What follows belongs to an exercise in optimizing a design on an open flow for small area; a production flow would make more cautious choices.
The RTL was checked by simulation tests, not by an equivalence proof against the original design.
No activity file was given, so power comes from the tool's default toggle rates.

before:
==> module emtb_rx, before the edit <==
module emtb_rx (
    input  wire        clk,
    input  wire        rst,             
    input  wire        in_valid,
    input  wire [7:0]  in_data,
    output reg         snap_valid,
    output reg         snap_upd,
    output reg  [31:0] current_motor,
    output reg  [31:0] current_in,
    output reg  [15:0] duty,
    output reg  [31:0] rpm,
    output reg  [15:0] v_in,
    output reg  [31:0] ah,
    output reg  [31:0] ah_charged,
    output reg  [31:0] tach_abs,
    output reg         err_upd,
    output wire [3:0]  err_code,
    output wire [1:0]  err_sub,
    output reg  [15:0] err_info,
    output reg  [15:0] cnt_overflow,
    output reg  [15:0] cnt_checksum,
    output reg  [15:0] cnt_incomplete,
    output reg  [15:0] cnt_unknown_id
);
    localparam [1:0] S_DEAD = 2'd0;    
    localparam [1:0] S_PAY  = 2'd1;    
    localparam [1:0] S_CL   = 2'd2;    
    localparam [1:0] S_T    = 2'd3;    
    reg  [1:0]   st;
    reg  [7:0]   pos;
    reg  [7:0]   pay_len;
    reg  [15:0]  crc;           
    reg          crc_match;     
    reg  [7:0]   pkt_id;
    reg  [223:0] sh;            
    reg  [2:0]   ec;            
    function [15:0] sat_inc;
        input [15:0] v;
        input        en;
        reg   [16:0] c;
        integer      i;
        begin
            c[0] = en & ~(&v);
            for (i = 0; i < 16; i = i + 1)
                c[i+1] = c[i] & v[i];
            sat_inc = v ^ c[15:0];
        end
    endfunction
    assign err_code = {1'b0, ec};
    assign err_sub  = {ec[1] & ec[0], 1'b0};
    wire        b0       = (pos == 8'd254);
    wire        b1       = (pos == 8'd255);
    wire        at_len   = (pos == pay_len);
    wire        st_pay   = (st == S_PAY);
    wire        crc_hi   = st_pay & at_len & ~b1;
    wire        crc_lo   = (st == S_CL);
    wire        complete = in_valid & (st == S_T) & (in_data == 8'h03);
    wire        overflow = in_valid & (pos == 8'd253) & ~complete;
    wire [7:0]  x        = crc[15:8] ^ in_data;
    wire        x_zero   = (x == 8'h00);
    wire [7:0]  y        = x ^ {4'h0, x[7:4]};
    wire [15:0] y16      = {8'h00, y};
    wire [15:0] crc_tab  = (y16 << 12) ^ (y16 << 5) ^ y16;
    wire [15:0] crc_upd  = {crc[7:0], 8'h00} ^ crc_tab;
    wire [15:0] crc_shft = {crc[7:0], in_data};
    wire        win      = ((pos >= 8'd15) & (pos <= 8'd38)) |
                           ((pos >= 8'd51) & (pos <= 8'd54));
    wire        sh_ld    = in_valid & win;
    wire        sh_hd    = ~(in_valid & win) | rst;
    wire        crc_bad   = ~crc_match;
    wire        too_short = (pay_len <= 8'd55);
    wire        bad_id    = (pkt_id != 8'h04);
    wire        e_chk    = complete & crc_bad;
    wire        e_inc    = complete & ~crc_bad & too_short;
    wire        e_uid    = complete & ~crc_bad & ~too_short & bad_id;
    wire        good     = complete & ~crc_bad & ~too_short & ~bad_id;
    wire        err      = overflow | e_chk | e_inc | e_uid;
    always @(posedge clk) begin
        if (in_valid) begin
            if (b1)
                pay_len <= in_data;
            if (pos == 8'd0)
                pkt_id <= in_data;
            if (b1)
                crc <= 16'h0000;
            else if (crc_hi | crc_lo)
                crc <= crc_shft;
            else
                crc <= crc_upd;
            if (crc_hi)
                crc_match <= x_zero;
            else if (crc_lo)
                crc_match <= crc_match & x_zero;
        end
        sh <= ({224{sh_ld}} & {sh[215:0], in_data}) | ({224{sh_hd}} & sh);
    end
    wire         sn_ld = good & ~rst;
    wire         sn_hd = ~good & ~rst;
    wire [223:0] snap  = {current_motor, current_in, duty, rpm, v_in, ah, ah_charged, tach_abs};
    always @(posedge clk)
        {current_motor, current_in, duty, rpm, v_in, ah, ah_charged, tach_abs} <=
            ({224{sn_ld}} & sh) | ({224{sn_hd}} & snap);
    wire [8:0] pos_c;
    assign pos_c[0] = in_valid;
    genvar gi;
    generate
        for (gi = 0; gi < 8; gi = gi + 1) begin : g_pos
            assign pos_c[gi+1] = pos_c[gi] & pos[gi];
        end
    endgenerate
    always @(posedge clk)
        pos <= (rst | complete | overflow) ? 8'd254 : (pos ^ pos_c[7:0]);
    always @(posedge clk) begin
        cnt_overflow   <= rst ? 16'd0 : sat_inc(cnt_overflow,   overflow);
        cnt_checksum   <= rst ? 16'd0 : sat_inc(cnt_checksum,   e_chk);
        cnt_incomplete <= rst ? 16'd0 : sat_inc(cnt_incomplete, e_inc);
        cnt_unknown_id <= rst ? 16'd0 : sat_inc(cnt_unknown_id, e_uid);
    end
    always @(posedge clk) begin
        if (rst) begin
            st             <= S_DEAD;
            snap_valid     <= 1'b0;
            snap_upd       <= 1'b0;
            err_upd        <= 1'b0;
            ec             <= 3'd0;
            err_info       <= 16'd0;
        end else begin
            snap_upd <= good;
            err_upd  <= err;
            if (in_valid) begin
                if (b0)
                    st <= (in_data == 8'h02) ? S_PAY : S_DEAD;
                else if (crc_hi)
                    st <= S_CL;
                else if (st == S_CL)
                    st <= S_T;
                else if (st == S_T)
                    st <= S_DEAD;
                if (overflow)
                    st <= S_DEAD;
            end
            if (overflow) begin
                ec       <= 3'd1;
                err_info <= 16'h0100;
            end
            if (e_chk) begin
                ec       <= 3'd2;
                err_info <= crc;
            end
            if (e_inc) begin
                ec       <= 3'd3;
                err_info <= {8'd0, pay_len};
            end
            if (e_uid) begin
                ec       <= 3'd4;
                err_info <= {8'd0, pkt_id};
            end
            if (good) begin
                snap_valid    <= 1'b1;
            end
        end
    end
endmodule
clock: 10.0 ns
lec_check: 0
cap_margin: 20
core_margin: 2
core_utilization: 65
place_density: 0.75
slew_margin: 20
standard.sh (not shown) runs the stock make flow with config.mk's settings and CLKGATE_MAP_FILE= SYNTH_SCRIPT=/design/flow/synth_recipe.tcl, a recipe that flattens the netlist after the stock synthesis.
==> flow/flow/run.sh <==
#!/bin/bash
# Standard layout with two changes: the port buffers are the smallest buffer
# (buf_1) and clock tree synthesis inserts no dummy loads.
set -euo pipefail
export BUFFER_PORTS_ARGS="-buffer_cell sky130_fd_sc_hd__buf_1"
export CTS_ARGS="-sink_clustering_enable -repair_clock_nets -dont_use_dummy_load -buf_list sky130_fd_sc_hd__clkbuf_8 -sink_clustering_size 16 -sink_clustering_max_diameter 50"
bash standard.sh > standard_make.log 2>&1
[inputs] after vs before
--- a/flow/design.v
+++ b/flow/design.v
@@ -19,17 +19,19 @@
     output reg  [15:0] err_info,
     output reg  [15:0] cnt_overflow,
     output reg  [15:0] cnt_checksum,
     output reg  [15:0] cnt_incomplete,
     output reg  [15:0] cnt_unknown_id
 );
-    localparam [1:0] S_DEAD = 2'd0;    
-    localparam [1:0] S_PAY  = 2'd1;    
-    localparam [1:0] S_CL   = 2'd2;    
-    localparam [1:0] S_T    = 2'd3;    
-    reg  [1:0]   st;
+    localparam [2:0] S_B0   = 3'd0;    
+    localparam [2:0] S_B1   = 3'd1;    
+    localparam [2:0] S_PAY  = 3'd2;    
+    localparam [2:0] S_CL   = 3'd3;    
+    localparam [2:0] S_T    = 3'd4;    
+    localparam [2:0] S_DEAD = 3'd5;    
+    reg  [2:0]   st;
     reg  [7:0]   pos;
     reg  [7:0]   pay_len;
     reg  [15:0]  crc;           
     reg          crc_match;     
     reg  [7:0]   pkt_id;
     reg  [223:0] sh;            
@@ -45,17 +47,15 @@
                 c[i+1] = c[i] & v[i];
             sat_inc = v ^ c[15:0];
         end
     endfunction
     assign err_code = {1'b0, ec};
     assign err_sub  = {ec[1] & ec[0], 1'b0};
-    wire        b0       = (pos == 8'd254);
-    wire        b1       = (pos == 8'd255);
     wire        at_len   = (pos == pay_len);
     wire        st_pay   = (st == S_PAY);
-    wire        crc_hi   = st_pay & at_len & ~b1;
+    wire        crc_hi   = st_pay & at_len;
     wire        crc_lo   = (st == S_CL);
     wire        complete = in_valid & (st == S_T) & (in_data == 8'h03);
     wire        overflow = in_valid & (pos == 8'd253) & ~complete;
     wire [7:0]  x        = crc[15:8] ^ in_data;
     wire        x_zero   = (x == 8'h00);
     wire [7:0]  y        = x ^ {4'h0, x[7:4]};
@@ -74,17 +74,17 @@
     wire        e_inc    = complete & ~crc_bad & too_short;
     wire        e_uid    = complete & ~crc_bad & ~too_short & bad_id;
     wire        good     = complete & ~crc_bad & ~too_short & ~bad_id;
     wire        err      = overflow | e_chk | e_inc | e_uid;
     always @(posedge clk) begin
         if (in_valid) begin
-            if (b1)
+            if (st == S_B1)
                 pay_len <= in_data;
             if (pos == 8'd0)
                 pkt_id <= in_data;
-            if (b1)
+            if (st == S_B1)
                 crc <= 16'h0000;
             else if (crc_hi | crc_lo)
                 crc <= crc_shft;
             else
                 crc <= crc_upd;
             if (crc_hi)
@@ -97,50 +97,44 @@
     wire         sn_ld = good & ~rst;
     wire         sn_hd = ~good & ~rst;
     wire [223:0] snap  = {current_motor, current_in, duty, rpm, v_in, ah, ah_charged, tach_abs};
     always @(posedge clk)
         {current_motor, current_in, duty, rpm, v_in, ah, ah_charged, tach_abs} <=
             ({224{sn_ld}} & sh) | ({224{sn_hd}} & snap);
-    wire [8:0] pos_c;
-    assign pos_c[0] = in_valid;
-    genvar gi;
-    generate
-        for (gi = 0; gi < 8; gi = gi + 1) begin : g_pos
-            assign pos_c[gi+1] = pos_c[gi] & pos[gi];
-        end
-    endgenerate
-    always @(posedge clk)
-        pos <= (rst | complete | overflow) ? 8'd254 : (pos ^ pos_c[7:0]);
     always @(posedge clk) begin
         cnt_overflow   <= rst ? 16'd0 : sat_inc(cnt_overflow,   overflow);
         cnt_checksum   <= rst ? 16'd0 : sat_inc(cnt_checksum,   e_chk);
         cnt_incomplete <= rst ? 16'd0 : sat_inc(cnt_incomplete, e_inc);
         cnt_unknown_id <= rst ? 16'd0 : sat_inc(cnt_unknown_id, e_uid);
     end
     always @(posedge clk) begin
         if (rst) begin
-            st             <= S_DEAD;
+            st             <= S_B0;
+            pos            <= 8'd254;
             snap_valid     <= 1'b0;
             snap_upd       <= 1'b0;
             err_upd        <= 1'b0;
             ec             <= 3'd0;
             err_info       <= 16'd0;
         end else begin
             snap_upd <= good;
             err_upd  <= err;
             if (in_valid) begin
-                if (b0)
-                    st <= (in_data == 8'h02) ? S_PAY : S_DEAD;
-                else if (crc_hi)
-                    st <= S_CL;
-                else if (st == S_CL)
-                    st <= S_T;
-                else if (st == S_T)
-                    st <= S_DEAD;
-                if (overflow)
-                    st <= S_DEAD;
+                pos <= pos + 8'd1;
+                case (st)
+                    S_B0:    st <= (in_data == 8'h02) ? S_B1 : S_DEAD;
+                    S_B1:    st <= S_PAY;
+                    S_PAY:   if (at_len) st <= S_CL;
+                    S_CL:    st <= S_T;
+                    S_T:     st <= S_DEAD;
+                    default: ;
+                endcase
+                if (complete | overflow) begin
+                    st  <= S_B0;
+                    pos <= 8'd254;
+                end
             end
             if (overflow) begin
                 ec       <= 3'd1;
                 err_info <= 16'h0100;
             end
             if (e_chk) begin
Notes after the runs:
- Between after and before, the difference in post-synthesis compound-gate area fraction is negligible.
- As of after, total wirelength of the detailed-routed design had risen by a few percent compared to before.
- Compared after vs before, and combinational power is up in after.
- Taking before as the reference, in after non-clock inverter count in the final layout climbed 3; cell count higher; maximum frequency dropped 5.0%; final setup slack of the worst path lower; global-route track usage on met2 moved down.
- Across both runs, highest cell delay on the worst timing path was higher for after than for before.
- Looking at total placed instance area, after sits 490 um2 higher than before does.
- Re global-route usage: before was higher than after.
- after ends up with a clock network power share that is 0.5 points lower than in before.
- Power consumed by sequential cells across after and before: no real change.

==> what the ideal ports hide <==
In the flow no input, the clock included, has a driving cell. The finished layouts below were timed again as built, in two steps. Step 1, drivers: a clkbuf_16 drives clk and a buf_2 each remaining input, both assumed. Step 2 times the ports against the registers' clock, not the clock port: input delays grow and output delays shrink by t, the midpoint of the rising clock arrivals with the driver on. Slacks: ideal ports / drivers / drivers and shift; pairs: ideal ports / drivers.
run	shift t [ns]	slack for setup (ns)	worst setup path at the end	clock arrival spread, ns	worst slew at a driven data input, ns
before	0.595	4.210 / 4.239 / 3.644	input to register	0.083 / 0.082	0.05
after	0.609	3.902 / 3.901 / 3.292	input to register	0.062 / 0.062	0.06
After both steps setup and hold are still met in every run listed. For after, which loses most, drivers alone change the setup slack by -0.001 ns; drivers and shift together by -0.610 ns.
